Background: an optimization exercise with open tools, aiming at small area, a short achievable clock period and few clock cycles per item. Do not read the settings as production practice. At most, simulation tests tie the RTL to the original design; equivalence was not proved. No functional check of the RTL was part of runs 1 to 3. Power is estimated from default activity; no workload was simulated.

`design/flow/config.mk`:
```
export PLATFORM = sky130hd
export DESIGN_NAME = frame_extractor
export DESIGN_NICKNAME = frame_extractor
export VERILOG_FILES = /design/flow/design.v
export SDC_FILE = /design/flow/constraint.sdc
export NUM_CORES = 4
export LEC_CHECK = 0
export CAP_MARGIN = 20
export CORE_MARGIN = 2
export CORE_UTILIZATION = 40
export PLACE_DENSITY = 0.6
export SLEW_MARGIN = 20
```
`design/flow/constraint.sdc`:
```
create_clock -name core_clock -period 10.0 [get_ports {clk}]
set_input_delay 2.0000 -clock core_clock [delete_from_list [all_inputs] [get_ports {clk}]]
set_output_delay 2.0000 -clock core_clock [all_outputs]
set_load 0.01 [all_outputs]
```
`design/flow/design.v`:
```
module frame_extractor (
    input  wire        clk,
    input  wire        rst,
    input  wire        start,
    input  wire [23:0] cfg_raw_len,
    input  wire [31:0] cfg_start_off,
    input  wire [15:0] cfg_payload_len,
    input  wire [31:0] cfg_expected_len,
    output wire        busy,
    input  wire        in_valid,
    output wire        in_ready,
    input  wire [31:0] in_data,
    output reg         out_valid,
    output reg  [31:0] out_data,
    output reg  [2:0]  out_count,
    output wire        done,
    output wire        res_ok,
    output wire [23:0] res_len
);
    reg        busy_q;
    reg        rdy_q;
    reg        done_q;
    reg        res_ok_q;
    reg [15:0] plen_q;
    reg        exp_hi_q;      
    reg        skip_inf_q;    
    reg [23:0] rem_q;         
    reg [31:0] wbuf;          
    reg        wv_q;          
    reg [2:0]  wn_q;          
    reg        cs_q;
    reg        copy_q;
    reg [23:0] r_q;
    reg        rle4_q;        
    reg        ha_q, hb_q, hc_q;
    reg [8:0]  seq_q;         
    reg [23:0] out_len;       
    reg [23:0] dexp_q;        
    assign busy     = busy_q;
    assign in_ready = rdy_q;
    assign done     = done_q;
    assign res_len  = out_len;
    assign res_ok   = res_ok_q;
    wire accept   = in_valid && rdy_q;
    wire rem_gt4  = (rem_q[23:3] != 21'd0) || (rem_q[2] && rem_q[1:0] != 2'd0);
    wire rem_ge4  = (rem_q[23:2] != 22'd0);
    wire rem_gt8  = (rem_q[23:4] != 20'd0) || (rem_q[3] && rem_q[2:0] != 3'd0);
    wire rem_ge8  = (rem_q[23:3] != 21'd0);
    wire more     = wv_q ? rem_gt8 : rem_gt4;     
    wire big      = wv_q ? rem_ge8 : rem_ge4;     
    wire rem_nz   = (rem_q != 24'd0);
    wire [7:0] b0 = wbuf[7:0];
    wire [7:0] b1 = wbuf[15:8];
    wire [7:0] b2 = wbuf[23:16];
    wire [7:0] b3 = wbuf[31:24];
    wire [7:0] sq = seq_q[7:0];
    wire [8:0] seq1 = seq_q + 9'd1;
    wire e02_0 = (b0 == 8'h02), e02_1 = (b1 == 8'h02);
    wire e02_2 = (b2 == 8'h02), e02_3 = (b3 == 8'h02);
    wire eq0 = (b0 == sq), eq1 = (b1 == sq), eq2 = (b2 == sq), eq3 = (b3 == sq);
    wire en0 = (b0 == ~sq), en1 = (b1 == ~sq), en2 = (b2 == ~sq), en3 = (b3 == ~sq);
    wire e1q2 = (b2 == seq1[7:0]);
    wire e1q3 = (b3 == seq1[7:0]);
    wire e1n3 = (b3 == ~seq1[7:0]);
    wire wn2 = (wn_q >= 3'd2), wn3 = (wn_q >= 3'd3), wn4 = wn_q[2];
    wire cs_all = cs_q && !rle4_q;                
    wire srch   = !cs_all && !seq_q[8];
    wire r0     = (r_q[2:0] == 3'd0);
    wire rle1   = (r_q[2:1] == 2'd0);
    wire rle2   = !r_q[2] && !(r_q[1] && r_q[0]);
    wire rle3   = !r_q[2];
    wire hit0 = srch && ha_q && hb_q && en0;
    wire hit1 = srch && hc_q && eq0 && en1 && wn2;
    wire hit2 = srch && e02_0 && eq1 && en2 && wn3 && (!cs_q || r0);
    wire hit3 = srch && e02_1 && eq2 && en3 && wn4 && (!cs_q || rle1);
    reg  plen0, plen_hz;                            
    wire f0 = hit0;
    wire f1 = hit1;
    wire f2 = hit2 && !hit0;
    wire f3 = hit3 && !hit0 && !hit1;
    wire found = hit0 || hit1 || hit2 || hit3;
    wire [2:0] pl = plen_q[2:0];
    wire t2 = f0 && plen0 && wn4 && !seq1[8] && e02_1 && e1q2 && e1n3;
    wire [2:0] rmin = (r_q[2:0] < wn_q) ? r_q[2:0] : wn_q;
    wire [2:0] cnt_cs = (cs_q && copy_q) ? (rle4_q ? rmin : wn_q) : 3'd0;
    reg  [2:0] c0, c1, c2;
    wire [2:0] wn_in = big ? 3'd4 : {1'b0, rem_q[1:0]};
    wire [2:0] av0 = wn_in - 3'd1;
    wire [2:0] av1 = (wn_in >= 3'd2) ? wn_in - 3'd2 : 3'd0;
    wire [2:0] av2 = (wn_in >= 3'd3) ? wn_in - 3'd3 : 3'd0;
    wire       plen_lt8 = (plen_q[15:3] == 13'd0);
    wire sel_cs = !(f0 || f1 || f2);
    wire [2:0] cnt = sel_cs ? cnt_cs : (({3{f0}} & c0) | ({3{f1}} & c1) | ({3{f2}} & c2));
    wire [31:0] odata;
    assign odata[7:0]   = f0 ? b1 : f1 ? b2 : f2 ? b3 : b0;
    assign odata[15:8]  = f0 ? b2 : (f1 || f2) ? b3 : b1;
    assign odata[23:16] = (f0 || f1 || f2) ? b3 : b2;
    assign odata[31:24] = b3;
    wire [13:0] phi_m1 = plen_q[15:2] - 14'd1;
    wire [2:0]  lo0 = {1'b0, plen_q[1:0]} - 3'd3;
    wire [2:0]  lo1 = {1'b0, plen_q[1:0]} - 3'd2;
    wire [2:0]  lo2 = {1'b0, plen_q[1:0]} - 3'd1;
    wire [15:0] rn0 = {lo0[2] ? phi_m1 : plen_q[15:2], lo0[1:0]};
    wire [15:0] rn1 = {lo1[2] ? phi_m1 : plen_q[15:2], lo1[1:0]};
    wire [15:0] rn2 = {lo2[2] ? phi_m1 : plen_q[15:2], lo2[1:0]};
    wire [15:0] rnew = f0 ? rn0 : f1 ? rn1 : f2 ? rn2 : plen_q;
    wire pgt0 = !plen_hz || pl > 3'd3;
    wire pgt1 = !plen_hz || pl > 3'd2;
    wire pgt2 = !plen_hz || pl > 3'd1;
    wire pgt3 = !plen0;
    wire cont = (f0 && pgt0) || (f1 && pgt1) || (f2 && pgt2) || (f3 && pgt3);
    wire ple0 = plen_hz;
    wire ple1 = plen_hz && pl != 3'd7;
    wire ple2 = plen_hz && !(pl[2] && pl[1]);
    wire ple3 = plen_hz && (!pl[2] || pl[1:0] == 2'd0);
    wire rle4_new = (f0 && ple0) || (f1 && ple1) || (f2 && ple2) || (f3 && ple3);
    wire [23:0] r_m4 = {r_q[23:2] - 22'd1, r_q[1:0]};
    wire r_le8 = (r_q[23:4] == 20'd0) && (!r_q[3] || r_q[2:0] == 3'd0);
    wire r_le4 = (r_q[23:3] == 21'd0) && (!r_q[2] || r_q[1:0] == 2'd0);
    wire p1 = (pl == 3'd1) && plen_hz;
    wire p2 = (pl == 3'd2) && plen_hz;
    wire qle2 = found ? (plen0 ? ((f0 && !t2) || f1) : (f0 && p1))
                      : (!cs_q || rle2);
    wire qle3 = found ? (plen0 ? ((f0 && !t2) || f1 || f2) : (f0 && (p1 || p2)) || (f1 && p1))
                      : (!cs_q || rle3);
    wire [3:0]  olc = {1'b0, out_len[2:0]} + {1'b0, cnt_cs};
    wire [3:0]  ol0 = {1'b0, out_len[2:0]} + {1'b0, c0};
    wire [3:0]  ol1 = {1'b0, out_len[2:0]} + {1'b0, c1};
    wire [3:0]  ol2 = {1'b0, out_len[2:0]} + {1'b0, c2};
    wire [3:0]  ol_lo = sel_cs ? olc : (({4{f0}} & ol0) | ({4{f1}} & ol1) | ({4{f2}} & ol2));
    wire [20:0] ol_hi1 = out_len[23:3] + 21'd1;
    wire [23:0] ol_n   = {ol_lo[3] ? ol_hi1 : out_len[23:3], ol_lo[2:0]};
    wire [3:0]  dxc = {1'b0, dexp_q[2:0]} - {1'b0, cnt_cs};
    wire [3:0]  dx0 = {1'b0, dexp_q[2:0]} - {1'b0, c0};
    wire [3:0]  dx1 = {1'b0, dexp_q[2:0]} - {1'b0, c1};
    wire [3:0]  dx2 = {1'b0, dexp_q[2:0]} - {1'b0, c2};
    wire [3:0]  dx_lo = sel_cs ? dxc : (({4{f0}} & dx0) | ({4{f1}} & dx1) | ({4{f2}} & dx2));
    wire [20:0] dx_hi1 = dexp_q[23:3] - 21'd1;
    wire [23:0] dx_n   = {dx_lo[3] ? dx_hi1 : dexp_q[23:3], dx_lo[2:0]};
    wire dx_hz = (dexp_q[23:3] == 21'd0);
    wire okc = (dexp_q[2:0] == cnt_cs);
    wire ok0 = (dexp_q[2:0] == c0);
    wire ok1 = (dexp_q[2:0] == c1);
    wire ok2 = (dexp_q[2:0] == c2);
    wire ok_lo = sel_cs ? okc : ((f0 && ok0) || (f1 && ok1) || (f2 && ok2));
    always @(posedge clk) begin
        wbuf      <= in_data;
        wn_q      <= wn_in;
        c0        <= (plen_lt8 && pl < av0) ? pl : av0;
        c1        <= (plen_lt8 && pl < av1) ? pl : av1;
        c2        <= (plen_lt8 && pl < av2) ? pl : av2;
        out_data  <= odata;
        out_count <= cnt;
        if (rst) begin
            busy_q    <= 1'b0;
            rdy_q     <= 1'b0;
            done_q    <= 1'b0;
            wv_q      <= 1'b0;
            out_valid <= 1'b0;
        end else begin
            busy_q    <= busy_q ? rdy_q : start;
            done_q    <= busy_q && !rdy_q;
            wv_q      <= accept;
            out_valid <= wv_q && (cnt != 3'd0);
            if (!busy_q)
                rdy_q <= start;
            else if (accept)
                rdy_q <= more;
            else if (!rem_nz)
                rdy_q <= 1'b0;
        end
        plen0   <= (plen_q == 16'd0);
        plen_hz <= (plen_q[15:3] == 13'd0);
        if (!busy_q) begin
            plen_q     <= cfg_payload_len;
            dexp_q     <= cfg_expected_len[23:0];
            exp_hi_q   <= (cfg_expected_len[31:24] != 8'd0);
            rem_q      <= cfg_raw_len;
            cs_q       <= 1'b1;
            copy_q     <= 1'b0;
            r_q        <= cfg_start_off[23:0];
            skip_inf_q <= (cfg_start_off[31:24] != 8'd0);
            rle4_q     <= 1'b0;
            ha_q       <= 1'b0;
            hb_q       <= 1'b0;
            hc_q       <= 1'b0;
            seq_q      <= 9'd1;
            out_len    <= 24'd0;
        end else begin
            if (wv_q)
                rem_q <= rem_q - 24'd4;
            if (!wv_q) begin
                rle4_q   <= r_le4 && !skip_inf_q;
                res_ok_q <= !exp_hi_q && dx_hz && (dexp_q[2:0] == 3'd0);
            end else begin
                res_ok_q <= !exp_hi_q && dx_hz && ok_lo;
                out_len  <= ol_n;
                dexp_q   <= dx_n;
                if (cs_all) begin
                    r_q    <= r_m4;
                    rle4_q <= r_le8 && !skip_inf_q;
                    ha_q   <= 1'b0;
                    hb_q   <= 1'b0;
                    hc_q   <= 1'b0;
                end else begin
                    cs_q   <= found && cont;
                    copy_q <= 1'b1;
                    r_q    <= {8'd0, rnew};
                    rle4_q <= rle4_new;
                    ha_q   <= qle2 && e02_2;
                    hb_q   <= found ? e1q3 : eq3;
                    hc_q   <= qle3 && e02_3;
                    if (found)
                        seq_q <= t2 ? {seq_q[8:1] + 8'd1, seq_q[0]} : seq1;
                end
            end
        end
    end
endmodule
```
`design/flow/flow/run.sh`:
```
#!/bin/bash
# Standard ORFS flow (the standard.sh), with smaller port buffers, a
# leaner clock tree and timing repair aimed below the clock period. Each
# tool's full log stays under orfs/logs; make's own output goes to
# flow_make.log.
set -euo pipefail
bash standard.sh \
  "BUFFER_PORTS_ARGS=-buffer_cell sky130_fd_sc_hd__buf_1" \
  "CTS_ARGS=-sink_clustering_enable -repair_clock_nets -buf_list sky130_fd_sc_hd__clkbuf_8 -dont_use_dummy_load" \
  SETUP_SLACK_MARGIN=7.0 \
  finish > flow_make.log 2>&1
```
`design/flow/standard.sh`:
```
#!/bin/bash
# synth_recipe.tcl (not shown) runs the flow's synth.tcl, then flattens the netlist and writes it again
# the make line also repeats each setting of config.mk as NAME=value (left out here)
make -C /OpenROAD-flow-scripts/flow DESIGN_CONFIG=/design/flow/config.mk WORK_HOME=/design/flow/orfs CLKGATE_MAP_FILE= SYNTH_SCRIPT=/design/flow/synth_recipe.tcl "${@:-finish}"
```
==> metrics.md, run 1 <==
| Metric | Value |
|---|---|
| Final ANT Viol Nets | `0` |
| Status | `complete, no violations` |
| Leakage | `6.402 nW` |
| Dominant synthesized flop cell | `dfxtp_1` |
| Share of cells above drive strength 1 | `28.24%` |
| Synth-to-Final Area Change | `33.36%` |
| Worst reg2reg startpoint | `seq_q[4]$_SDFFE_PN0P_` |
| CP Max Fanout | `4` |
| Seq cells post-synth | `216` |
| Cell area power density | `115.0 nW/um^2` |
| Syn avg cell area | `between 9 and 10 um^2` |
| Post-synth top area share | `a little over a fifth` |
| Synth top area cells | `edfxtp_1 21%, dfxtp_1 19%, ha_1 5.2%` |
| Crit path launch type | `register` |
| Clock skew | `between 0.04 and 0.05 ns` |
| FMAX | `~320 MHz` |
| IO buf count | `just over 200` |
| Routed WL per cell | `between 20 and 25 um` |
| Dominant cell type by area after synthesis | `edfxtp_1` |
| Most frequent cell after synthesis | `dfxtp_1` |
| First-pass GRT wire length | `between 60 and 70 mm` |
| Commonest cells post-synth | `125 x dfxtp_1, 123 x nor2_1, 118 x a21oi_1, 92 x nand2_1, 91 x edfxtp_1` |
| CP required | `approximately 10 ns` |
| CTS tree | `yes` |
| Critical path's slowest cell | `or4_4` |
| Async set-reset flop share out of synthesis | `0%` |
| Worst-margin pin slew | `between 1 and 1.5 ns` |
| Seq/Total Area, Yosys | `39.92%` |
| Part of the cycle the worst path needs | `a little under a third` |
| Total Routing Usage GR | `24.44%` |
| Sum of negative setup slack | `0 ns` |
| Largest net degree at the start of global routing | `102` |
| Arrival time worst endpoint | `3.58 ns` |
| Die Wd | `around 190 um` |
| Root Driver | `clkbuf_8` |
| RePlAce Congestion | `0.9399` |
| Min Hold Slack | `approximately 0.46 ns` |
| Area of the multi-input gates | `slightly above 8000 um^2` |
| # setup viols final | `0` |
| Final WL | `44.86 mm` |
| Io pins | `between 200 and 250` |
| Iter 0 DRT Violations | `1096` |
| Cell mode on critical path | `or4_4` |
| Placed Area | `14370 um^2` |
| HPWL Detailed | `between 20 and 30 mm` |
| Setup CP Type | `register to register` |
| Max-cap violations | `0` |
| Final instance area | `roughly 17000 um^2` |
| DRC violations left | `0` |
| Period minus WS final | `approximately 3.1 ns` |
| Endpoint type of the worst setup path | `register` |
| # rows | `66` |
| Layout Nets | `~2000` |
| Syn nets | `approximately 1600` |
| RSZ-0062 raised after global routing | `yes` |
| Yosys warnings | `1` |
| Final Hold Fails | `0` |
| Worst min path class | `register to register` |
| Die H | `185.1 um` |
| H-tree levels | `2` |
| WP buf/inv | `2` |
| Drt first pass iters | `6` |
| CP cell instances | `buf_12 -> xnor2_4 -> buf_6 -> or4_4 -> or4_4 -> nor4_4 -> a21oi_2 -> or4_4 -> a21oi_2` |
| Antenna diodes | `0` |
| Distinct cells, synth | `80` |
| Slew headroom | `between 30% and 40%` |
| Initial Utilization | `between 40% and 50%` |
| Fillers | `between 2000 and 3000` |
| CTS sink count | `roughly 220` |
| Core area | `roughly 32000 um^2` |
| CP startpoint | `seq_q[4]$_SDFFE_PN0P_` |
| Antenna violations before repair | `0` |
| VDD IR max | `~0.088 mV` |
| CTS Buf Count | `39` |
| Clock latency on the worst-skew pair | `between 0.5 and 0.6 ns` |
| Post-Synthesis Cell Area | `about 13000 um^2` |
| Hold path startpoint | `rdy_q$_SDFFE_PP0P_` |
| Reg clk slew, reported paths | `roughly 0.070 ns` |
| Vias/cell | `~5.8` |
| Vias in the first global route | `~12000` |
| CP max stage delay | `between 0.5 and 0.6 ns` |
| CTS Hold Bufs | `0` |
| Number of synthesized flops with an enable pin | `91` |
| Deepest clock path buffer count | `3` |
| Delay-heaviest family, CP | `simple AND/OR/NAND/NOR gates` |
| Mapped Cells | `1435` |
| Grt ovf | `0` |
| Total die area | `roughly 34000 um^2` |
| Register area | `between 5000 and 6000 um^2` |
| Vias | `about 13000` |
| Max-slew violation count | `0` |
==> registers in the layout, summed over array words and instances (netlist names), 3 cells and up <==
| register | count |
|---|---|
| out_len | 24 |
| seq_q | 9 |
| c1 | 3 |
| c2 | 3 |
| out_data | 32 |
| dexp_q | 24 |
| c0 | 3 |
| wbuf | 32 |
| plen_q | 16 |
| wn_q | 3 |
| out_count | 3 |
| r_q | 24 |
| rem_q | 24 |
==> timing repair <==
action / in CTS / in global routing
resized for setup: 251 / 129
pin swaps: 27 / 54
setup buffers: 100 / 36
gates cloned: 3 / 7
setup endpoints to repair: 175 / 159
==> metal layers <==
layer | share of wire [%] | vias to the layer above | GRT usage (%)
li1 | - | 5979 | -
met1 | 43 | 6086 | 31.79
met2 | 45 | 616 | 38.79
met3 | 7.9 | 137 | 5.269
met4 | 4.4 | 0 | 11.33
met5 | 0 | - | 0
==> cell families after synthesis <==
kind of cell	synth area share, %
AND/OR/NAND/NOR	22.62
AO/OA/AOI/OAI	16.27
flip-flops	39.92
buffers and inverters	3.826
XOR/XNOR	7.413
adder cells (fa/ha/maj)	6.373
multiplexers	3.558
other	0.02859
==> cell type report <==
class	count	area share, %
clock buffer	39	3.069
inverter	52	1.166
multi-input combinational	1090	47.11
sequential	216	30.77
tap	442	3.162
timing repair buffer	363	14.72
==> worst paths after layout <==
path | endpoint | slack [ns] | depth (start not counted)
max | seq_q[3]$_SDFFE_PN0P_ | 6.87 | 9
max reg2reg | seq_q[3]$_SDFFE_PN0P_ | 6.87 | 9
min | done_q$_SDFF_PP0_ | 0.46 | 1
min reg2reg | done_q$_SDFF_PP0_ | 0.46 | 1
==> metrics by stage <==
step,power [mW],worst slack [ns],cells,util [%]
after detailed placement,1.292,5.863,2017,44.38
after CTS,2.012,6.845,2159,51.04
final,2.011,6.867,2202,54.03
after floorplan,1.208,6.873,1435,-
after global placement,1.288,5.967,2016,44.32
after global routing,2.099,6.763,2202,54.03
==> placed cells by master (no fill, tap or decap), types with 21 or more instances in the layout <==
| cell type | instances |
|---|---|
| a21oi_1 | 99 |
| nand2b_1 | 21 |
| or4_4 | 21 |
| buf_6 | 54 |
| nor2_1 | 119 |
| nand3_1 | 30 |
| inv_1 | 43 |
| ha_1 | 46 |
| nor4_1 | 29 |
| nand4_1 | 23 |
| xnor2_1 | 60 |
| mux2i_1 | 31 |
| o31ai_1 | 24 |
| nor3_1 | 46 |
| xor2_1 | 44 |
| dfxtp_2 | 39 |
| nand2_1 | 88 |
| buf_4 | 130 |
| clkbuf_8 | 39 |
| buf_1 | 140 |
| o21ai_0 | 35 |
| dfxtp_4 | 26 |
| dfxtp_1 | 60 |
| edfxtp_1 | 91 |
==> power by group <==
part / leakage [nW] / switching [mW] / internal [mW]
sequential: 1.98 / 0.0636 / 0.980
combinational: 4.14 / 0.148 / 0.130
clock: 0.280 / 0.345 / 0.344
==> run 2: changes to the inputs <==
--- a/design/flow/design.v
+++ b/design/flow/design.v
@@ -18,6 +18,7 @@
     output wire [23:0] res_len
 );
     reg        busy_q;
+    reg        busy_o;        
     reg        rdy_q;
     reg        done_q;
     reg        res_ok_q;
@@ -30,13 +31,14 @@
     reg [2:0]  wn_q;          
     reg        cs_q;
     reg        copy_q;
-    reg [23:0] r_q;
+    reg [23:0] r_q;           
+    reg [1:0]  o_q;
     reg        rle4_q;        
     reg        ha_q, hb_q, hc_q;
     reg [8:0]  seq_q;         
     reg [23:0] out_len;       
     reg [23:0] dexp_q;        
-    assign busy     = busy_q;
+    assign busy     = busy_o;
     assign in_ready = rdy_q;
     assign done     = done_q;
     assign res_len  = out_len;
@@ -65,10 +67,11 @@
     wire wn2 = (wn_q >= 3'd2), wn3 = (wn_q >= 3'd3), wn4 = wn_q[2];
     wire cs_all = cs_q && !rle4_q;                
     wire srch   = !cs_all && !seq_q[8];
-    wire r0     = (r_q[2:0] == 3'd0);
-    wire rle1   = (r_q[2:1] == 2'd0);
-    wire rle2   = !r_q[2] && !(r_q[1] && r_q[0]);
-    wire rle3   = !r_q[2];
+    wire [2:0] rc = r_q[2:0] - {1'b0, o_q};
+    wire r0     = (rc == 3'd0);
+    wire rle1   = (rc[2:1] == 2'd0);
+    wire rle2   = !rc[2] && !(rc[1] && rc[0]);
+    wire rle3   = !rc[2];
     wire hit0 = srch && ha_q && hb_q && en0;
     wire hit1 = srch && hc_q && eq0 && en1 && wn2;
     wire hit2 = srch && e02_0 && eq1 && en2 && wn3 && (!cs_q || r0);
@@ -81,7 +84,7 @@
     wire found = hit0 || hit1 || hit2 || hit3;
     wire [2:0] pl = plen_q[2:0];
     wire t2 = f0 && plen0 && wn4 && !seq1[8] && e02_1 && e1q2 && e1n3;
-    wire [2:0] rmin = (r_q[2:0] < wn_q) ? r_q[2:0] : wn_q;
+    wire [2:0] rmin = (rc < wn_q) ? rc : wn_q;
     wire [2:0] cnt_cs = (cs_q && copy_q) ? (rle4_q ? rmin : wn_q) : 3'd0;
     reg  [2:0] c0, c1, c2;
     wire [2:0] wn_in = big ? 3'd4 : {1'b0, rem_q[1:0]};
@@ -96,14 +99,7 @@
     assign odata[15:8]  = f0 ? b2 : (f1 || f2) ? b3 : b1;
     assign odata[23:16] = (f0 || f1 || f2) ? b3 : b2;
     assign odata[31:24] = b3;
-    wire [13:0] phi_m1 = plen_q[15:2] - 14'd1;
-    wire [2:0]  lo0 = {1'b0, plen_q[1:0]} - 3'd3;
-    wire [2:0]  lo1 = {1'b0, plen_q[1:0]} - 3'd2;
-    wire [2:0]  lo2 = {1'b0, plen_q[1:0]} - 3'd1;
-    wire [15:0] rn0 = {lo0[2] ? phi_m1 : plen_q[15:2], lo0[1:0]};
-    wire [15:0] rn1 = {lo1[2] ? phi_m1 : plen_q[15:2], lo1[1:0]};
-    wire [15:0] rn2 = {lo2[2] ? phi_m1 : plen_q[15:2], lo2[1:0]};
-    wire [15:0] rnew = f0 ? rn0 : f1 ? rn1 : f2 ? rn2 : plen_q;
+    wire [1:0]  onew = f0 ? 2'd3 : f1 ? 2'd2 : f2 ? 2'd1 : 2'd0;
     wire pgt0 = !plen_hz || pl > 3'd3;
     wire pgt1 = !plen_hz || pl > 3'd2;
     wire pgt2 = !plen_hz || pl > 3'd1;
@@ -115,8 +111,8 @@
     wire ple3 = plen_hz && (!pl[2] || pl[1:0] == 2'd0);
     wire rle4_new = (f0 && ple0) || (f1 && ple1) || (f2 && ple2) || (f3 && ple3);
     wire [23:0] r_m4 = {r_q[23:2] - 22'd1, r_q[1:0]};
-    wire r_le8 = (r_q[23:4] == 20'd0) && (!r_q[3] || r_q[2:0] == 3'd0);
-    wire r_le4 = (r_q[23:3] == 21'd0) && (!r_q[2] || r_q[1:0] == 2'd0);
+    wire r_le8 = (r_q[23:4] == 20'd0) && (r_q[3:0] <= {2'b10, o_q});
+    wire r_le4 = (r_q[23:3] == 21'd0) && (r_q[2:0] <= {1'b1, o_q});
     wire p1 = (pl == 3'd1) && plen_hz;
     wire p2 = (pl == 3'd2) && plen_hz;
     wire qle2 = found ? (plen0 ? ((f0 && !t2) || f1) : (f0 && p1))
@@ -153,12 +149,14 @@
         out_count <= cnt;
         if (rst) begin
             busy_q    <= 1'b0;
+            busy_o    <= 1'b0;
             rdy_q     <= 1'b0;
             done_q    <= 1'b0;
             wv_q      <= 1'b0;
             out_valid <= 1'b0;
         end else begin
             busy_q    <= busy_q ? rdy_q : start;
+            busy_o    <= busy_q ? rdy_q : start;
             done_q    <= busy_q && !rdy_q;
             wv_q      <= accept;
             out_valid <= wv_q && (cnt != 3'd0);
@@ -179,6 +177,7 @@
             cs_q       <= 1'b1;
             copy_q     <= 1'b0;
             r_q        <= cfg_start_off[23:0];
+            o_q        <= 2'd0;
             skip_inf_q <= (cfg_start_off[31:24] != 8'd0);
             rle4_q     <= 1'b0;
             ha_q       <= 1'b0;
@@ -205,7 +204,8 @@
                 end else begin
                     cs_q   <= found && cont;
                     copy_q <= 1'b1;
-                    r_q    <= {8'd0, rnew};
+                    r_q    <= {8'd0, plen_q};
+                    o_q    <= onew;
                     rle4_q <= rle4_new;
                     ha_q   <= qle2 && e02_2;
                     hb_q   <= found ? e1q3 : eq3;
--- a/design/flow/flow/run.sh
+++ b/design/flow/flow/run.sh
@@ -7,5 +7,5 @@
 bash standard.sh \
   "BUFFER_PORTS_ARGS=-buffer_cell sky130_fd_sc_hd__buf_1" \
   "CTS_ARGS=-sink_clustering_enable -repair_clock_nets -buf_list sky130_fd_sc_hd__clkbuf_8 -dont_use_dummy_load" \
-  SETUP_SLACK_MARGIN=7.0 \
+  SETUP_SLACK_MARGIN=6.0 \
   finish > flow_make.log 2>&1
==> run 2 against run 1 <==
  * Setup slack got worse by 0.78 ns
  * Global-route usage decreased by 4.2 points
  * Synthesized area decreased by 5.9%
  * Worst hold slack about the same
  * Flip-flop and latch count increased by 2
  * Clock skew decreased by 0.011 ns
  * Largest power group unchanged
  * Highest routed layer unchanged
==> metrics.md, run 2 <==
| Metric | Value |
|---|---|
| RePlAce Congestion | `0.8865 (-5.7%)` |
| Final Hold Fails | `0 (unchanged)` |
| DRC violations left | `0 (unchanged)` |
| Worst min path class | `register to register` |
| CP Max Fanout | `8 (+4)` |
| Cell mode on critical path | `nor2_1` |
| HPWL Detailed | `24.22 mm (-15%)` |
| Final WL | `34.32 mm (-23%)` |
| VDD IR max | `0.09621 mV (+9.5%)` |
| Setup CP Type | `register to register` |
| Most frequent cells in the layout | `203 x buf_1, 141 x nor2_1, 125 x dfxtp_1, 99 x nand2_1, 95 x a21oi_1` |
| Mapped Cells | `1309 (-8.8%)` |
| Sum of negative setup slack | `0 ns (unchanged)` |
| Synth-to-Final Area Change | `14.19%` |
| Root Driver | `clkbuf_8` |
| Synth top area cells | `edfxtp_1 22%, dfxtp_1 21%, xnor2_1 5.7%` |
| Status | `complete, no violations` |
| CP cell instances | `inv_1 -> ha_2 -> inv_2 -> fa_2 -> ha_4 -> a21boi_1 -> o21ai_1 -> nand3b_1 -> mux2i_1 -> nor2_1 -> ha_1 -> a21oi_2 -> nor2b_1 -> o22ai_1 -> or3_4 -> buf_12 -> buf_4 -> a211oi_2 -> xnor2_1 -> nor2_1` |
| CTS tree | `yes` |
| RSZ-0062 raised after global routing | `yes` |
| Clock latency on the worst-skew pair | `0.53 ns (-0.03 ns)` |
| Initial Utilization | `40.44% (-0.070 points)` |
| Leakage | `4.882 nW (-24%)` |
| Dominant cell type by area after synthesis | `edfxtp_1` |
| Drt first pass iters | `7 (+1)` |
| CP required | `10.36 ns (-0.08 ns)` |
| Post-Synthesis Cell Area | `12340 um^2 (-5.9%)` |
| Slew headroom | `33.96% (+2.5 points)` |
| Deepest clock path buffer count | `3 (unchanged)` |
| Clock skew | `0.03589 ns (-0.01141 ns)` |
| Most common cell after layout, fill and taps aside | `buf_1` |
| Critical path's slowest cell | `fa_2` |
| # setup viols final | `0 (unchanged)` |
| Part of the cycle the worst path needs | `39.15% (+7.8 points)` |
| Die H | `179.6 um (-2.9%)` |
| Seq/Total Area, Yosys | `42.75% (+2.8 points)` |
| Async set-reset flop share out of synthesis | `0% (unchanged)` |
| CTS Hold Bufs | `0 (unchanged)` |
| Distinct cells, synth | `79 (-1.3%)` |
| First-pass GRT wire length | `53.27 mm (-19%)` |
| WP buf/inv | `4 (+2)` |
| Total die area | `32270 um^2 (-5.8%)` |
| Post-synth top area share | `22.15% (+1.3 points)` |
| Layout Nets | `1689 (-14%)` |
| CTS sink count | `218 (+0.93%)` |
| Worst-margin pin slew | `0.9892 ns (-0.03904 ns)` |
| Antenna violations before repair | `2 (+2)` |
| H-tree levels | `2 (unchanged)` |
| Delay-heaviest family, CP | `adder cells` |
| Grt ovf | `0 (unchanged)` |
| Fillers | `2955 (+0.31%)` |
| # rows | `64 (-3.0%)` |
| Arrival time worst endpoint | `4.28 ns (+0.70 ns)` |
| Crit path launch type | `register` |
| CTS Buf Count | `41 (+5.1%)` |
| Max-slew violation count | `0 (unchanged)` |
| Dominant synthesized flop cell | `dfxtp_1` |
| Period minus WS final | `3.915 ns (+0.7822 ns)` |
| Place WS | `5.404 ns (-0.4593 ns)` |
| CP max stage delay | `0.59 ns (about the same)` |
| Routed WL per cell | `18.16 um (-11%)` |
| Seq cells post-synth | `218 (+0.93%)` |
| Die Wd | `179.6 um (-2.9%)` |
| Final WS setup | `6.085 ns (-0.7822 ns)` |
| Io pins | `204 (unchanged)` |
| Commonest cells post-synth | `142 x nor2_1, 127 x dfxtp_1, 100 x nand2_1, 97 x a21oi_1, 91 x edfxtp_1` |
| Total Routing Usage GR | `20.26% (-4.2 points)` |
| Final ANT Viol Nets | `0 (unchanged)` |
| Vias in the first global route | `10010 (-17%)` |
| Vias | `10370 (-19%)` |
| Reg clk slew, reported paths | `0.05 ns (-0.02 ns)` |
| Syn avg cell area | `9.427 um^2 (+3.1%)` |
| Number of synthesized flops with an enable pin | `91 (unchanged)` |
| Most frequent cell after synthesis | `nor2_1` |
| Iter 0 DRT Violations | `793 (-28%)` |
| Largest net degree at the start of global routing | `83 (-19%)` |
| Max-cap violations | `0 (unchanged)` |
| Share of cells above drive strength 1 | `8.579% (-20 points)` |
| Yosys warnings | `1 (unchanged)` |
| Core area | `30510 um^2 (-5.8%)` |
| Endpoint type of the worst setup path | `register` |
| Syn nets | `1504 (-8.1%)` |
| IO buf count | `203 (unchanged)` |
| Vias/cell | `5.486 (-5.8%)` |
| Top Registers | `out_data (32), wbuf (32)` |
| FMAX | `255.4 MHz (-20%)` |
| Cell area power density | `138.9 nW/um^2 (+21%)` |
run 2: cell count changes in the layout (fill, tap and decap cells not counted), moves of 22 or more:
cell,before,now
nor2_1,119,141
dfxtp_4,26,1
buf_4,130,10
dfxtp_1,60,125
buf_1,140,203
dfxtp_2,39,1
buf_6,54,1
run 2: stage by stage:
stage               std cells  hold slack [ns]  power, mW  area [um^2]  util (%)
detailed placement       1840           0.4493      1.267        13340     43.72
global placement         1840           0.4410      1.262        13340     43.72
global route             1888           0.4878      2.045        14080     46.17
CTS                      1881           0.4623      1.974        13920     45.64
floorplan                1309           0.3290      1.190        12340         -
finish                   1890           0.4618      1.956        14090     46.18
run 2: worst paths after layout:
| kind | startpoint | endpoint | slack [ns] | cells after the start |
|---|---|---|---|---|
| max | r_q[0]$_DFFE_PP_ | out_len[14]$_SDFFE_PN0P_ | 6.08 | 20 |
| min | hb_q$_SDFFE_PN0P_ | hb_q$_SDFFE_PN0P_ | 0.46 | 2 |
| max reg2reg | r_q[0]$_DFFE_PP_ | out_len[14]$_SDFFE_PN0P_ | 6.08 | 20 |
| min reg2reg | hb_q$_SDFFE_PN0P_ | hb_q$_SDFFE_PN0P_ | 0.46 | 2 |
run 2: logic make-up after synthesis:
| group | count (synthesis) | share of synthesized area (%) |
|---|---|---|
| muxes | 38 | 3.285 |
| adders and majority gates | 55 | 6.124 |
| DFF | 218 | 42.75 |
| other | 1 | 0.03039 |
| AOI/OAI and AO/OA | 264 | 14.72 |
| buffers and inverters | 127 | 4.249 |
| xor gates and xnor gates | 117 | 8.305 |
| and+or+nand+nor | 489 | 20.53 |
run 2: per-layer routing:
layer | up-vias | wire (um) | track usage [%]
li1 | 5073 | - | -
met1 | 4890 | 15760 | 27.50
met2 | 338 | 15760 | 32.58
met3 | 67 | 1895 | 3.545
met4 | 0 | 904 | 7.057
met5 | - | 0 | 0
run 2: report_power, final:
| part | switching [mW] | internal, mW |
|---|---|---|
| Combinational | 0.107 | 0.0915 |
| Clock | 0.340 | 0.361 |
| Sequential | 0.0641 | 0.994 |
run 2: final cells by class:
cell class / count / area (um^2) / area share (%)
diodes: 2 / 5.005 / 0.03552
clock buffers: 41 / 564.3 / 4.005
inverters: 50 / 188.9 / 1.341
multi-input cells: 966 / 6648 / 47.18
flip-flops and latches: 218 / 5280 / 37.47
well taps: 396 / 495.5 / 3.517
repair buffers: 217 / 908.4 / 6.447
run 2: repair_timing:
action,in CTS,in global routing
pin swaps,1,8
setup endpoints to repair,42,51
setup buffers,0,5
gates cloned,0,2
gates resized for setup,6,20
hold endpoints to repair,0,0
run 2: worst min-delay path: stages, from the launching register on:
cell     delay [ns]
dfxtp_1        0.31
nand2_1        0.05
o31ai_1        0.05
==> run 3: changes to the inputs <==
--- a/design/flow/flow/run.sh
+++ b/design/flow/flow/run.sh
@@ -7,5 +7,5 @@
 bash standard.sh \
   "BUFFER_PORTS_ARGS=-buffer_cell sky130_fd_sc_hd__buf_1" \
   "CTS_ARGS=-sink_clustering_enable -repair_clock_nets -buf_list sky130_fd_sc_hd__clkbuf_8 -dont_use_dummy_load" \
-  SETUP_SLACK_MARGIN=6.0 \
+  SETUP_SLACK_MARGIN=6.5 \
   finish > flow_make.log 2>&1
==> run 3 against run 2 <==
  * Clock skew grew 0.031 ns
  * Count of clock-buffer cells in the layout is the same
  * Routed wire length grew 2.5%
  * Global-route usage grew 0.67 points
  * Sequential share of layout area shrank 0.42 points
  * Die area is the same
  * Largest cell class unchanged
  * Highest routed layer unchanged
==> metrics.md, run 3 <==
| Metric | Value |
|---|---|
| Most frequent cell after synthesis | `nor2_1` |
| Yosys warnings | `1 (unchanged)` |
| WL met2 | `16.01 mm (+1.5%)` |
| Total Routing Usage GR | `20.93% (+0.67 points)` |
| # rows | `64 (unchanged)` |
| RSZ-0062 raised after global routing | `yes` |
| Slew headroom | `33.81% (-0.15 points)` |
| Cell mode on critical path | `ha_1` |
| Dominant synthesized flop cell | `dfxtp_1` |
| Dominant cell type by area after synthesis | `edfxtp_1` |
| Max-cap violations | `0 (unchanged)` |
| Worst-margin pin slew | `0.9875 ns (-0.001751 ns)` |
| Drt first pass iters | `5 (-2)` |
| CTS sink count | `218 (unchanged)` |
| Delay-heaviest family, CP | `adder cells` |
| H-tree levels | `2 (unchanged)` |
| Commonest cells post-synth | `142 x nor2_1, 127 x dfxtp_1, 100 x nand2_1, 97 x a21oi_1, 91 x edfxtp_1` |
| Endpoint type of the worst setup path | `register` |
| Setup CP Type | `register to register` |
| Final WL | `35.17 mm (+2.5%)` |
| Final Hold Fails | `0 (unchanged)` |
| Iter 0 DRT Violations | `805 (+1.5%)` |
| Seq/Total Area, Yosys | `42.75% (unchanged)` |
| Place WS | `5.731 ns (+0.3269 ns)` |
| Final instance area | `14270 um^2 (+1.3%)` |
| Max layer used | `met4` |
| RePlAce Congestion | `0.8751 (-1.3%)` |
| Crit path launch type | `register` |
| Mapped Cells | `1309 (unchanged)` |
| Syn nets | `1504 (unchanged)` |
| CP Max Fanout | `5 (-3)` |
| Root Driver | `clkbuf_8` |
| Distinct cells, synth | `79 (unchanged)` |
| Worst min path class | `register to register` |
| Synth top area cells | `edfxtp_1 22%, dfxtp_1 21%, xnor2_1 5.7%` |
| Placed Area | `13370 um^2 (+0.22%)` |
| Leakage | `4.948 nW (+1.4%)` |
| Top Registers | `out_data (32), wbuf (32)` |
| Arrival time worst endpoint | `4.16 ns (-0.12 ns)` |
| Reg clk slew, reported paths | `0.05 ns (about the same)` |
| Final WS setup | `6.206 ns (+0.1208 ns)` |
| FMAX | `263.6 MHz (+3.2%)` |
| Largest net degree at the start of global routing | `89 (+7.2%)` |
| Period minus WS final | `3.794 ns (-0.1208 ns)` |
| Critical path's slowest cell | `fa_2` |
| Part of the cycle the worst path needs | `37.94% (-1.2 points)` |
| Initial Utilization | `40.44% (unchanged)` |
| Syn avg cell area | `9.427 um^2 (unchanged)` |
| First-pass GRT wire length | `55.03 mm (+3.3%)` |
| Antenna violations before repair | `1 (-1)` |
| Final ANT Viol Nets | `0 (unchanged)` |
| Synth-to-Final Area Change | `15.69%` |
| Deepest clock path buffer count | `3 (unchanged)` |
| HPWL Detailed | `24.25 mm (+0.13%)` |
| Most common cell after layout, fill and taps aside | `buf_1` |
| Post-synth top area share | `22.15% (unchanged)` |
| Post-Synthesis Cell Area | `12340 um^2 (unchanged)` |
| CP max stage delay | `0.55 ns (-0.04 ns)` |
| Grt ovf | `0 (unchanged)` |
| CTS Buf Count | `41 (unchanged)` |
| Sum of negative setup slack | `0 ns (unchanged)` |
| Async set-reset flop share out of synthesis | `0% (unchanged)` |
| Metal-1 WL | `15.80 mm (+0.25%)` |
| Number of synthesized flops with an enable pin | `91 (unchanged)` |
| Status | `complete, no violations` |
| Core area | `30510 um^2 (unchanged)` |
| Io pins | `204 (unchanged)` |
| Layout Nets | `1700 (+0.65%)` |
| Met3 WL | `2.274 mm (+20%)` |
| Max-slew violation count | `0 (unchanged)` |
| Clock latency on the worst-skew pair | `0.55 ns (+0.02 ns)` |
| CP required | `10.37 ns (about the same)` |
| CP cell instances | `inv_1 -> ha_1 -> inv_2 -> fa_2 -> ha_1 -> a21boi_1 -> o21ai_1 -> nand3b_1 -> mux2i_1 -> nor2_1 -> ha_1 -> a21oi_1 -> nor2b_1 -> o22ai_2 -> or3_4 -> a2111oi_4 -> xnor2_1 -> nor2_1` |
| Die Wd | `179.6 um (unchanged)` |
| Cell area power density | `136.6 nW/um^2 (-1.6%)` |
| VDD IR max | `0.08743 mV (-9.1%)` |
| Routed WL per cell | `18.51 um (+1.9%)` |
| DRC violations left | `0 (unchanged)` |
| Vias/cell | `5.582 (+1.8%)` |
| Most frequent cells in the layout | `203 x buf_1, 140 x nor2_1, 122 x dfxtp_1, 97 x nand2_1, 95 x a21oi_1` |
| Die H | `179.6 um (unchanged)` |
| Vias in the first global route | `10440 (+4.3%)` |
| CTS Hold Bufs | `0 (unchanged)` |
| IO buf count | `203 (unchanged)` |
| Placed Cells | `1843 (+0.16%)` |
| Min Hold Slack | `0.4604 ns (-0.001380 ns)` |
| WP buf/inv | `2 (-2)` |
| Vias | `10610 (+2.3%)` |
| Finished Layout Cells | `1900 (+0.53%)` |
| Clock skew | `0.06716 ns (+0.03127 ns)` |
| # setup viols final | `0 (unchanged)` |
| CTS tree | `yes` |
| Share of cells above drive strength 1 | `10.45% (+1.9 points)` |
| Seq cells post-synth | `218 (unchanged)` |
| Total die area | `32270 um^2 (unchanged)` |
==> run 3: cell counts after synthesis <==
Identical to the previous run, type by type.
==> run 3: stage by stage <==
step                      utilization (%)  power (mW)
after floorplan                         -       1.191
after global placement              43.81       1.262
after detailed placement            43.81       1.267
after CTS                           46.35       1.974
after global routing                46.78       2.047
final                               46.79       1.950
==> run 3: routing by layer <==
layer	GRT usage [%]	vias to the layer above
li1	-	5108
met1	28.43	5035
met2	33.06	372
met3	3.890	91
met4	8.163	0
met5	0	-
==> run 3: report_power, final <==
| part | switching (mW) | internal (mW) | leakage, nW |
|---|---|---|---|
| registers | 0.0630 | 0.993 | 1.97 |
| logic | 0.110 | 0.0931 | 2.68 |
| clock network | 0.332 | 0.359 | 0.295 |
| total | 0.504 | 1.45 | 4.95 |
==> run 3: layout make-up <==
type,count,area [um^2]
antenna,1,2.502
tap,396,495.5
sequential,218,5289
multi-input combinational,970,6785
clock buffer,41,564.3
inverter,50,193.9
timing repair buffer,224,944.7
fill,2967,16230
==> run 3: timing repair <==
item | 4_1_cts | 5_1_grt
endpoints found under the setup margin | 69 | 70
pin swaps | 12 | 9
resized for setup | 33 | 19
buffers inserted | 4 | 5
cloned | 5 | 1
==> run 3: final timing paths <==
path	from	end	slack [ns]	cells after the start
setup / recovery	r_q[0]$_DFFE_PP_	out_len[21]$_SDFFE_PN0P_	6.21	18
setup reg to reg	r_q[0]$_DFFE_PP_	out_len[21]$_SDFFE_PN0P_	6.21	18
hold / removal	hb_q$_SDFFE_PN0P_	hb_q$_SDFFE_PN0P_	0.46	2
hold reg to reg	hb_q$_SDFFE_PN0P_	hb_q$_SDFFE_PN0P_	0.46	2
==> run 3: worst register-to-register path, cell delays in order, from the launching register on <==
cell       delay, ns
edfxtp_1        0.35
inv_1           0.06
ha_1            0.14
inv_2           0.05
fa_2            0.55
ha_1            0.22
a21boi_1        0.12
o21ai_1         0.12
nand3b_1        0.14
mux2i_1         0.19
nor2_1          0.08
ha_1            0.27
a21oi_1         0.06
nor2b_1         0.14
o22ai_2         0.11
or3_4           0.46
a2111oi_4       0.34
xnor2_1         0.16
nor2_1          0.05
==> run 3: cells by family after synthesis <==
group                    Yosys count  synth area share [%]
multiplexers                      38                 3.285
flip-flops                       218                 42.75
AND/OR/NAND/NOR                  489                 20.53
XOR/XNOR                         117                 8.305
AO/OA/AOI/OAI                    264                 14.72
buffers and inverters            127                 4.249
other                              1               0.03039
adder cells (fa/ha/maj)           55                 6.124
==> run 4: changes to the inputs <==
--- a/design/flow/design.v
+++ b/design/flow/design.v
@@ -33,6 +33,8 @@
     reg        copy_q;
     reg [23:0] r_q;           
     reg [1:0]  o_q;
+    reg [2:0]  rc_q;          
+    reg [2:0]  ccs_q;         
     reg        rle4_q;        
     reg        ha_q, hb_q, hc_q;
     reg [8:0]  seq_q;         
@@ -67,7 +69,7 @@
     wire wn2 = (wn_q >= 3'd2), wn3 = (wn_q >= 3'd3), wn4 = wn_q[2];
     wire cs_all = cs_q && !rle4_q;                
     wire srch   = !cs_all && !seq_q[8];
-    wire [2:0] rc = r_q[2:0] - {1'b0, o_q};
+    wire [2:0] rc = rc_q;
     wire r0     = (rc == 3'd0);
     wire rle1   = (rc[2:1] == 2'd0);
     wire rle2   = !rc[2] && !(rc[1] && rc[0]);
@@ -84,8 +86,7 @@
     wire found = hit0 || hit1 || hit2 || hit3;
     wire [2:0] pl = plen_q[2:0];
     wire t2 = f0 && plen0 && wn4 && !seq1[8] && e02_1 && e1q2 && e1n3;
-    wire [2:0] rmin = (rc < wn_q) ? rc : wn_q;
-    wire [2:0] cnt_cs = (cs_q && copy_q) ? (rle4_q ? rmin : wn_q) : 3'd0;
+    wire [2:0] cnt_cs = ccs_q;
     reg  [2:0] c0, c1, c2;
     wire [2:0] wn_in = big ? 3'd4 : {1'b0, rem_q[1:0]};
     wire [2:0] av0 = wn_in - 3'd1;
@@ -139,6 +140,22 @@
     wire ok1 = (dexp_q[2:0] == c1);
     wire ok2 = (dexp_q[2:0] == c2);
     wire ok_lo = sel_cs ? okc : ((f0 && ok0) || (f1 && ok1) || (f2 && ok2));
+    function [2:0] min3(input [2:0] a, input [2:0] b);
+        min3 = (a < b) ? a : b;
+    endfunction
+    wire       rle4_now = r_le4 && !skip_inf_q;
+    wire [2:0] rc_m4 = {~rc_q[2], rc_q[1:0]};
+    wire [2:0] x_hold = (cs_q && copy_q) ? (rle4_now ? min3(rc_q, wn_in) : wn_in) : 3'd0;
+    wire       rle4_all = r_le8 && !skip_inf_q;
+    wire [2:0] x_all  = copy_q ? (rle4_all ? min3(rc_m4, wn_in) : wn_in) : 3'd0;
+    wire [2:0] rcn0 = pl - 3'd3, rcn1 = pl - 3'd2, rcn2 = pl - 3'd1, rcn3 = pl;
+    wire [2:0] y0 = ple0 ? min3(rcn0, wn_in) : wn_in;
+    wire [2:0] y1 = ple1 ? min3(rcn1, wn_in) : wn_in;
+    wire [2:0] y2 = ple2 ? min3(rcn2, wn_in) : wn_in;
+    wire [2:0] y3 = ple3 ? min3(rcn3, wn_in) : wn_in;
+    wire [2:0] x_new = (f0 && pgt0) ? y0 : (f1 && pgt1) ? y1 : (f2 && pgt2) ? y2 :
+                       (f3 && pgt3) ? y3 : 3'd0;
+    wire [2:0] rc_new = f0 ? rcn0 : f1 ? rcn1 : f2 ? rcn2 : rcn3;
     always @(posedge clk) begin
         wbuf      <= in_data;
         wn_q      <= wn_in;
@@ -178,6 +195,8 @@
             copy_q     <= 1'b0;
             r_q        <= cfg_start_off[23:0];
             o_q        <= 2'd0;
+            rc_q       <= cfg_start_off[2:0];
+            ccs_q      <= 3'd0;
             skip_inf_q <= (cfg_start_off[31:24] != 8'd0);
             rle4_q     <= 1'b0;
             ha_q       <= 1'b0;
@@ -189,7 +208,8 @@
             if (wv_q)
                 rem_q <= rem_q - 24'd4;
             if (!wv_q) begin
-                rle4_q   <= r_le4 && !skip_inf_q;
+                rle4_q   <= rle4_now;
+                ccs_q    <= x_hold;
                 res_ok_q <= !exp_hi_q && dx_hz && (dexp_q[2:0] == 3'd0);
             end else begin
                 res_ok_q <= !exp_hi_q && dx_hz && ok_lo;
@@ -197,7 +217,9 @@
                 dexp_q   <= dx_n;
                 if (cs_all) begin
                     r_q    <= r_m4;
-                    rle4_q <= r_le8 && !skip_inf_q;
+                    rc_q   <= rc_m4;
+                    ccs_q  <= x_all;
+                    rle4_q <= rle4_all;
                     ha_q   <= 1'b0;
                     hb_q   <= 1'b0;
                     hc_q   <= 1'b0;
@@ -206,6 +228,8 @@
                     copy_q <= 1'b1;
                     r_q    <= {8'd0, plen_q};
                     o_q    <= onew;
+                    rc_q   <= rc_new;
+                    ccs_q  <= x_new;
                     rle4_q <= rle4_new;
                     ha_q   <= qle2 && e02_2;
                     hb_q   <= found ? e1q3 : eq3;
--- a/design/flow/flow/run.sh
+++ b/design/flow/flow/run.sh
@@ -7,5 +7,5 @@
 bash standard.sh \
   "BUFFER_PORTS_ARGS=-buffer_cell sky130_fd_sc_hd__buf_1" \
   "CTS_ARGS=-sink_clustering_enable -repair_clock_nets -buf_list sky130_fd_sc_hd__clkbuf_8 -dont_use_dummy_load" \
-  SETUP_SLACK_MARGIN=6.5 \
+  SETUP_SLACK_MARGIN=7.0 \
   finish > flow_make.log 2>&1
==> run 4 against run 3 <==
  * Global-route usage grew 1.6 points
  * Cell count grew 7.6%
  * Flip-flop and latch count grew 6
  * Synthesized cell count grew 5.6%
  * Sequential power is essentially flat
  * Clock power grew 2%
  * Routed wire length grew 9.9%
  * Register-to-register slack gained 0.58 ns
  * Cell area grew 12%
  * Synthesized area grew 3.5%
  * Setup slack gained 0.58 ns
  * Critical endpoint is now ccs_q[0]$_SDFF_PN0_
==> metrics.md, run 4 <==
| Metric | Value |
|---|---|
| Status | `complete, no violations` |
| Arrival time worst endpoint | `3.57 ns (-0.59 ns)` |
| CTS Hold Bufs | `0 (unchanged)` |
| Routed WL per cell | `18.90 um (+2.1%)` |
| Deepest clock path buffer count | `3 (unchanged)` |
| Min Hold Slack | `0.4633 ns (+0.002914 ns)` |
| Critical path's slowest cell | `or4_4` |
| R2r endpoint | `ccs_q[0]$_SDFF_PN0_` |
| Most common cell after layout, fill and taps aside | `buf_1` |
| Mapped Cells | `1382 (+5.6%)` |
| Clock skew | `0.05916 ns (-0.008000 ns)` |
| Initial Utilization | `40.59% (+0.14 points)` |
| Worst-margin pin slew | `0.8938 ns (-0.09364 ns)` |
| Hold Path Stages | `0 (-2)` |
| CP cell instances | `or4_4 -> nor4_4 -> nand3_4 -> clkinv_4 -> nand2_4 -> ha_4 -> a21boi_4 -> nor3b_2 -> a211o_1 -> a21o_1 -> o311ai_2 -> a222oi_1 -> o32ai_1` |
| Async set-reset flop share out of synthesis | `0% (unchanged)` |
| Cell area power density | `128.9 nW/um^2 (-5.6%)` |
| Core area | `31470 um^2 (+3.2%)` |
| CP required | `10.36 ns (about the same)` |
| Synth-to-Final Area Change | `24.61%` |
| Layout Nets | `1849 (+8.8%)` |
| DRC violations left | `0 (unchanged)` |
| Drt first pass iters | `5 (unchanged)` |
| RSZ-0062 raised after global routing | `yes` |
| # rows | `65 (+1.6%)` |
| Root Driver | `clkbuf_8` |
| CP max stage delay | `0.59 ns (+0.04 ns)` |
| Total Routing Usage GR | `22.55% (+1.6 points)` |
| Yosys warnings | `1 (unchanged)` |
| Final Util | `50.58% (+3.8 points)` |
| Post-Synthesis Cell Area | `12770 um^2 (+3.5%)` |
| Delay-heaviest family, CP | `simple AND/OR/NAND/NOR gates` |
| Die Wd | `182.7 um (+1.7%)` |
| FMAX | `311.5 MHz (+18%)` |
| Final WS setup | `6.790 ns (+0.5839 ns)` |
| Io pins | `204 (unchanged)` |
| CTS sink count | `224 (+2.8%)` |
| VDD IR max | `0.07691 mV (-12%)` |
| Distinct cells, synth | `88 (+11%)` |
| Final WL | `38.65 mm (+9.9%)` |
| Place WS | `5.477 ns (-0.2542 ns)` |
| Worst reg2reg startpoint | `rem_q[12]$_DFFE_PN_` |
| Vias in the first global route | `11020 (+5.5%)` |
| Placed Area | `13890 um^2 (+3.9%)` |
| End of the worst hold path | `out_data[29]$_DFF_P_` |
| H-tree levels | `2 (unchanged)` |
| Sum of negative setup slack | `0 ns (unchanged)` |
| Period minus WS final | `3.210 ns (-0.5839 ns)` |
| Slew headroom | `40.41% (+6.6 points)` |
| Final Hold Fails | `0 (unchanged)` |
| Clock latency on the worst-skew pair | `0.54 ns (about the same)` |
| Largest net degree at the start of global routing | `78 (-12%)` |
| First-pass GRT wire length | `59.58 mm (+8.3%)` |
| Dominant synthesized flop cell | `dfxtp_1` |
| Synth top area cells | `edfxtp_1 22%, dfxtp_1 20%, ha_1 5.5%` |
| Top Registers | `out_data (32), wbuf (32)` |
| FF-to-FF setup slack | `6.79 ns (+0.58 ns)` |
| Antenna diodes | `0 (-1)` |
| Vias | `11480 (+8.3%)` |
| Vias/cell | `5.615 (+0.58%)` |
| Most frequent cells in the layout | `144 x buf_1, 127 x nor2_1, 123 x nand2_1, 94 x edfxtp_1, 92 x a21oi_1` |
| RePlAce Congestion | `0.9493 (+8.5%)` |
| Antenna violations before repair | `0 (-1)` |
| IO buf count | `203 (unchanged)` |
| Worst reg2reg path depth | `13 (-5)` |
| Finished Layout Cells | `2045 (+7.6%)` |
| Hold path startpoint | `wbuf[29]$_DFF_P_` |
| Part of the cycle the worst path needs | `32.10% (-5.8 points)` |
| Leakage | `6.090 nW (+23%)` |
| Total die area | `33380 um^2 (+3.5%)` |
| Worst min path class | `register to register` |
| Share of cells above drive strength 1 | `19.90% (+9.5 points)` |
| Iter 0 DRT Violations | `791 (-1.7%)` |
| WP buf/inv | `1 (-1)` |
| Final instance area | `15920 um^2 (+12%)` |
| Final ANT Viol Nets | `0 (unchanged)` |
| Number of synthesized flops with an enable pin | `94 (+3.3%)` |
| CTS tree | `yes` |
| CP Max Fanout | `4 (-1)` |
| Die H | `182.7 um (+1.7%)` |
| Post-synth top area share | `22.10% (-0.050 points)` |
| Placed Cells | `1922 (+4.3%)` |
| Dominant cell type by area after synthesis | `edfxtp_1` |
| CTS Buf Count | `41 (unchanged)` |
| Syn nets | `1586 (+5.5%)` |
| Seq cells post-synth | `224 (+2.8%)` |
| Commonest cells post-synth | `130 x dfxtp_1, 130 x nor2_1, 125 x nand2_1, 94 x edfxtp_1, 93 x a21oi_1` |
| Max-slew violation count | `0 (unchanged)` |
| HPWL Detailed | `26.04 mm (+7.4%)` |
| Seq/Total Area, Yosys | `42.47% (-0.28 points)` |
| Grt ovf | `0 (unchanged)` |
| Endpoint type of the worst setup path | `register` |
| Max-cap violations | `0 (unchanged)` |
| Total power | `2.052 mW (+5.2%)` |
| Reg clk slew, reported paths | `0.05 ns (about the same)` |
| Crit path launch type | `register` |
| # setup viols final | `0 (unchanged)` |
| Setup CP Type | `register to register` |
| Syn avg cell area | `9.244 um^2 (-1.9%)` |
run 4: changes by cell type in the layout (fill, tap and decap cells not counted), sizes merged, moves of 9 or more:
cell    change
o21ai      +32
buf        +62
a211o      +10
nor2       -11
nand2      +23
nor3       +12
ha         +10
nand3b     -10
nand3       +9
run 4: power by group:
| part | leakage (nW) | switching, mW | internal [mW] |
|---|---|---|---|
| clock | 0.295 | 0.344 | 0.360 |
| combinational | 3.75 | 0.144 | 0.123 |
| sequential | 2.05 | 0.0641 | 1.02 |
| total | 6.09 | 0.552 | 1.50 |
run 4: timing repair:
item / 4_1_cts / 5_1_grt
pin swaps: 20 / 12
setup buffers: 45 / 33
endpoints found under the setup margin: 152 / 102
resized for setup: 177 / 56
cloned: 4 / 0
run 4: cells by family after synthesis:
logic type               synth area share (%)
buffers and inverters                   3.830
XOR/XNOR                                7.542
AND/OR/NAND/NOR                         20.35
flip-flops                              42.47
multiplexers                            3.095
other                                 0.02935
AO/OA/AOI/OAI                           15.95
adder cells (fa/ha/maj)                 6.738
run 4: worst max path at each step:
| stage | depth (start not counted) | slack (ns) | start | endpoint |
|---|---|---|---|---|
| 6_report | 13 | 6.79 | rem_q[12]$_DFFE_PN_ | ccs_q[0]$_SDFF_PN0_ |
| 5_1_grt | 13 | 6.63 | rem_q[21]$_DFFE_PN_ | ccs_q[0]$_SDFF_PN0_ |
| 4_1_cts | 13 | 6.76 | rem_q[21]$_DFFE_PN_ | ccs_q[1]$_SDFF_PN0_ |
| 3_5_place_dp | 7 | 5.48 | cs_q$_SDFFE_PN1P_ | dexp_q[19]$_DFFE_PP_ |
| 3_3_place_gp | 7 | 5.57 | cs_q$_SDFFE_PN1P_ | dexp_q[17]$_DFFE_PP_ |
| 2_1_floorplan | 14 | 6.61 | rem_q[12]$_DFFE_PN_ | ccs_q[1]$_SDFF_PN0_ |
run 4: cell type report:
| type | instances | area (um^2) |
|---|---|---|
| well taps | 402 | 503.0 |
| fillers | 2991 | 15550 |
| multi-input cells | 1034 | 7313 |
| clock buffers | 41 | 564.3 |
| repair buffers | 292 | 1799 |
| inverters | 52 | 205.2 |
| flip-flops and latches | 224 | 5534 |
run 4: routing by layer:
layer	vias up	track usage, %	wire length [um]	part of all wire, %
li1	5542	-	-	-
met1	5443	30.25	17310	45
met2	417	37.03	17940	46
met3	80	4.271	2528	6.5
met4	0	6.613	867	2.2
met5	-	0	0	0
Testbench counts of run 4, summed over its fixed seeds: cycles 21,210, bytes 81,204.
==> run 5: changes to the inputs <==
--- a/design/flow/flow/run.sh
+++ b/design/flow/flow/run.sh
@@ -7,5 +7,5 @@
 bash standard.sh \
   "BUFFER_PORTS_ARGS=-buffer_cell sky130_fd_sc_hd__buf_1" \
   "CTS_ARGS=-sink_clustering_enable -repair_clock_nets -buf_list sky130_fd_sc_hd__clkbuf_8 -dont_use_dummy_load" \
-  SETUP_SLACK_MARGIN=7.0 \
+  SETUP_SLACK_MARGIN=6.5 \
   finish > flow_make.log 2>&1
==> run 5 against run 4 <==
  * Maximum frequency decreased by 5.4%
  * Routed wire length decreased by 5.3%
  * Count of clock-buffer cells in the layout unchanged
  * Non-clock buffer count decreased by 58
  * Core utilization decreased by 3.5 points
  * Combinational power decreased by 11%
  * Sequential power about the same
  * Setup slack got worse by 0.18 ns
  * Cell area decreased by 6.9%
  * First-iteration DRC count increased by 0.76%
  * Cell count decreased by 2.8%
  * Sequential share of layout area increased by 1.9 points
  * Largest cell class unchanged
  * Largest power group unchanged
  * Highest routed layer unchanged
==> metrics.md, run 5 <==
| Metric | Value |
|---|---|
| Total Routing Usage GR | `21.35% (-1.2 points)` |
| Place WS | `5.341 ns (-0.1361 ns)` |
| RSZ-0062 raised after global routing | `yes` |
| Mapped Cells | `1382 (unchanged)` |
| Die H | `182.7 um (unchanged)` |
| Total die area | `33380 um^2 (unchanged)` |
| CTS tree | `yes` |
| DRC violations left | `0 (unchanged)` |
| Leakage | `5.479 nW (-10%)` |
| Yosys warnings | `1 (unchanged)` |
| Final WL | `36.61 mm (-5.3%)` |
| Routed WL per cell | `18.42 um (-2.5%)` |
| H-tree levels | `2 (unchanged)` |
| RePlAce Congestion | `0.9234 (-2.7%)` |
| Async set-reset flop share out of synthesis | `0% (unchanged)` |
| Most frequent cells in the layout | `203 x buf_1, 129 x nor2_1, 124 x nand2_1, 121 x dfxtp_1, 94 x edfxtp_1` |
| Distinct cells, synth | `88 (unchanged)` |
| Share of cells above drive strength 1 | `8.896% (-11 points)` |
| Cell mode on critical path | `nor3_2` |
| R2r endpoint | `ccs_q[0]$_SDFF_PN0_` |
| VDD IR max | `0.07457 mV (-3.0%)` |
| HPWL Detailed | `25.98 mm (-0.24%)` |
| Vias | `11130 (-3.0%)` |
| Die Wd | `182.7 um (unchanged)` |
| Arrival time worst endpoint | `3.76 ns (+0.19 ns)` |
| Syn nets | `1586 (unchanged)` |
| CP startpoint | `rem_q[8]$_DFFE_PN_` |
| CP cell instances | `or4_4 -> nor4_4 -> nand3_4 -> clkinvlp_4 -> nand2_4 -> ha_4 -> a21boi_2 -> nor3_2 -> nor3_2 -> o2111ai_1 -> o311ai_2 -> a222oi_1 -> o32ai_1` |
| Antenna diodes | `0 (unchanged)` |
| Seq cells post-synth | `224 (unchanged)` |
| Critical path's slowest cell | `or4_4` |
| Hold Path Stages | `1 (+1)` |
| Deepest clock path buffer count | `3 (unchanged)` |
| Main combinational cell family by area after synthesis | `simple AND/OR/NAND/NOR gates` |
| Synth top area cells | `edfxtp_1 22%, dfxtp_1 20%, ha_1 5.5%` |
| CTS Buf Count | `41 (unchanged)` |
| FMAX | `294.6 MHz (-5.4%)` |
| Core area | `31470 um^2 (unchanged)` |
| Syn avg cell area | `9.244 um^2 (unchanged)` |
| Most common cell after layout, fill and taps aside | `buf_1` |
| Endpoint type of the worst setup path | `register` |
| Vias/cell | `5.603 (-0.20%)` |
| Final ANT Viol Nets | `0 (unchanged)` |
| Worst min path class | `register to register` |
| Setup CP Type | `register to register` |
| Number of synthesized flops with an enable pin | `94 (unchanged)` |
| # setup viols final | `0 (unchanged)` |
| Post-synth top area share | `22.10% (unchanged)` |
| First-pass GRT wire length | `56.80 mm (-4.7%)` |
| CP Depth | `13 (unchanged)` |
| Antenna violations before repair | `0 (unchanged)` |
| CTS sink count | `224 (unchanged)` |
| Reg clk slew, reported paths | `0.06 ns (about the same)` |
| Post-Synth Simple-Gate Area | `20.35% (unchanged)` |
| CP max stage delay | `0.59 ns (about the same)` |
| Dominant cell type by area after synthesis | `edfxtp_1` |
| Dominant synthesized flop cell | `dfxtp_1` |
| Part of the cycle the worst path needs | `33.95% (+1.8 points)` |
| Register area | `5439 um^2 (-1.7%)` |
| Complex-gate fraction of the synthesized area | `15.95% (unchanged)` |
| Crit path launch type | `register` |
| Multiplexer share of the synthesized area | `3.095% (unchanged)` |
| Final WS setup | `6.605 ns (-0.1843 ns)` |
| Final Hold Fails | `0 (unchanged)` |
| WP buf/inv | `1 (unchanged)` |
| CP Max Fanout | `4 (unchanged)` |
| Post-Synthesis Cell Area | `12770 um^2 (unchanged)` |
| Clock latency on the worst-skew pair | `0.55 ns (about the same)` |
| Largest net degree at the start of global routing | `77 (-1.3%)` |
| Io pins | `204 (unchanged)` |
| FF-to-FF setup slack | `6.61 ns (-0.18 ns)` |
| Delay-heaviest family, CP | `simple AND/OR/NAND/NOR gates` |
| Worst-margin pin slew | `0.8388 ns (-0.05501 ns)` |
| Period minus WS final | `3.395 ns (+0.1843 ns)` |
| Commonest cells post-synth | `130 x dfxtp_1, 130 x nor2_1, 125 x nand2_1, 94 x edfxtp_1, 93 x a21oi_1` |
| Layout Nets | `1791 (-3.1%)` |
| Drt first pass iters | `5 (unchanged)` |
| Vias in the first global route | `10580 (-4.1%)` |
| Xor/xnor share of the synthesized area | `7.542% (unchanged)` |
| CTS Hold Bufs | `0 (unchanged)` |
| Synth-to-Final Area Change | `15.98%` |
| Worst reg2reg path depth | `13 (unchanged)` |
| IO buf count | `203 (unchanged)` |
| Fillers | `3090 (+3.3%)` |
| Cell area power density | `136.6 nW/um^2 (+6.0%)` |
| Root Driver | `clkbuf_8` |
| Max-slew violation count | `0 (unchanged)` |
| Status | `complete, no violations` |
| Iter 0 DRT Violations | `797 (+0.76%)` |
| Finished Layout Cells | `1987 (-2.8%)` |
| Post-synthesis adder-cell area fraction | `6.738% (unchanged)` |
| End of the worst hold path | `hc_q$_SDFFE_PN0P_` |
| Seq/Total Area, Yosys | `42.47% (unchanged)` |
| Slew headroom | `43.56% (+3.2 points)` |
| Grt ovf | `0 (unchanged)` |
| Clock skew | `0.05833 ns (-0.0008275 ns)` |
| Initial Utilization | `40.59% (unchanged)` |
| # rows | `65 (unchanged)` |
| Area of the multi-input gates | `7078 um^2 (-3.2%)` |
| Top Registers | `out_data (32), wbuf (32)` |
| Hold path startpoint | `hc_q$_SDFFE_PN0P_` |
| Max-cap violations | `0 (unchanged)` |
| Sum of negative setup slack | `0 ns (unchanged)` |
| Placed Cells | `1922 (unchanged)` |
| CP required | `10.36 ns (about the same)` |
| Worst reg2reg startpoint | `rem_q[8]$_DFFE_PN_` |
==> run 5: where the power goes <==
group          internal, mW  switching, mW
logic                 0.108          0.130
registers              1.02         0.0686
clock network         0.360          0.336
total                  1.49          0.535
==> run 5: worst max path at each step <==
stage                                        to  slack (ns)
after floorplan             ccs_q[1]$_SDFF_PN0_        6.51
after global placement     dexp_q[19]$_DFFE_PP_        5.48
after detailed placement   dexp_q[17]$_DFFE_PP_        5.34
after CTS                  dexp_q[12]$_DFFE_PP_        6.47
after global routing      seq_q[7]$_SDFFE_PN0P_        6.43
final                       ccs_q[0]$_SDFF_PN0_        6.61
==> run 5: cell families after synthesis <==
family / Yosys count
multiplexers: 38
adder cells (fa/ha/maj): 64
other: 1
flip-flops: 224
XOR/XNOR: 110
buffers and inverters: 126
AO/OA/AOI/OAI: 311
AND/OR/NAND/NOR: 508
==> run 5: final cells by class <==
class	count	area share (%)
Timing Repair Buffer	234	6.933
Tap cell	402	3.395
Multi-Input combinational cell	1034	47.77
Clock buffer	41	3.808
Sequential cell	224	36.71
Inverter	52	1.385
==> run 5: repair_timing <==
| item | CTS | global route |
|---|---|---|
| pin swaps | 11 | 10 |
| resized for setup | 29 | 13 |
| cloned | 0 | 2 |
| buffers inserted | 12 | 10 |
| endpoints found under the setup margin | 50 | 38 |
==> run 5: per-layer routing <==
metal	up-vias	share of wire (%)	global-route usage, %
met5	-	0	0
met4	0	2.5	6.968
met3	74	6.7	4.151
met2	400	45	34.05
met1	5244	46	29.10
li1	5416	-	-
==> run 5: stage by stage <==
| step | area, um^2 | hold slack, ns | total power, mW | util [%] |
|---|---|---|---|---|
| after floorplan | 12790 | 0.3290 | 1.240 | - |
| after global placement | 13840 | 0.4546 | 1.321 | 43.97 |
| after detailed placement | 13840 | 0.4606 | 1.326 | 43.98 |
| after CTS | 14650 | 0.4714 | 2.039 | 46.54 |
| after global routing | 14820 | 0.4998 | 2.128 | 47.08 |
| final | 14820 | 0.4700 | 2.024 | 47.08 |

==> what the ideal ports hide <==
In the flow no input, the clock included, has a driving cell. The finished layouts below were timed again as built, in two steps. Step 1 (the two cells are an assumption about what drives the block):
set clk [get_ports {clk}]
set_driving_cell -lib_cell sky130_fd_sc_hd__clkbuf_16 $clk
set_driving_cell -lib_cell sky130_fd_sc_hd__buf_2 [delete_from_list [all_inputs] $clk]
Step 2 also shifts input and output timing later by t, the mid clock arrival at the registers, as if the neighbouring blocks saw the same clock. Three values: ideal ports, drivers, drivers and shift; two values: the first two.
| run | shift t [ns] | slack for setup (ns) | worst setup path after step 2 | worst register clock-pin slew, ns |
|---|---|---|---|---|
| run 1 | 0.583 | 6.867 / 6.821 / 6.867 | register to register | 0.07 / 0.07 |
| run 2 | 0.557 | 6.085 / 6.085 / 6.085 | register to register | 0.06 / 0.06 |
| run 3 | 0.562 | 6.206 / 6.206 / 6.206 | register to register | 0.06 / 0.06 |
| run 4 | 0.559 | 6.790 / 6.790 / 6.790 | register to register | 0.06 / 0.06 |
| run 5 | 0.562 | 6.605 / 6.566 / 6.605 | register to register | 0.06 / 0.06 |
After both steps every run listed still meets setup and hold.
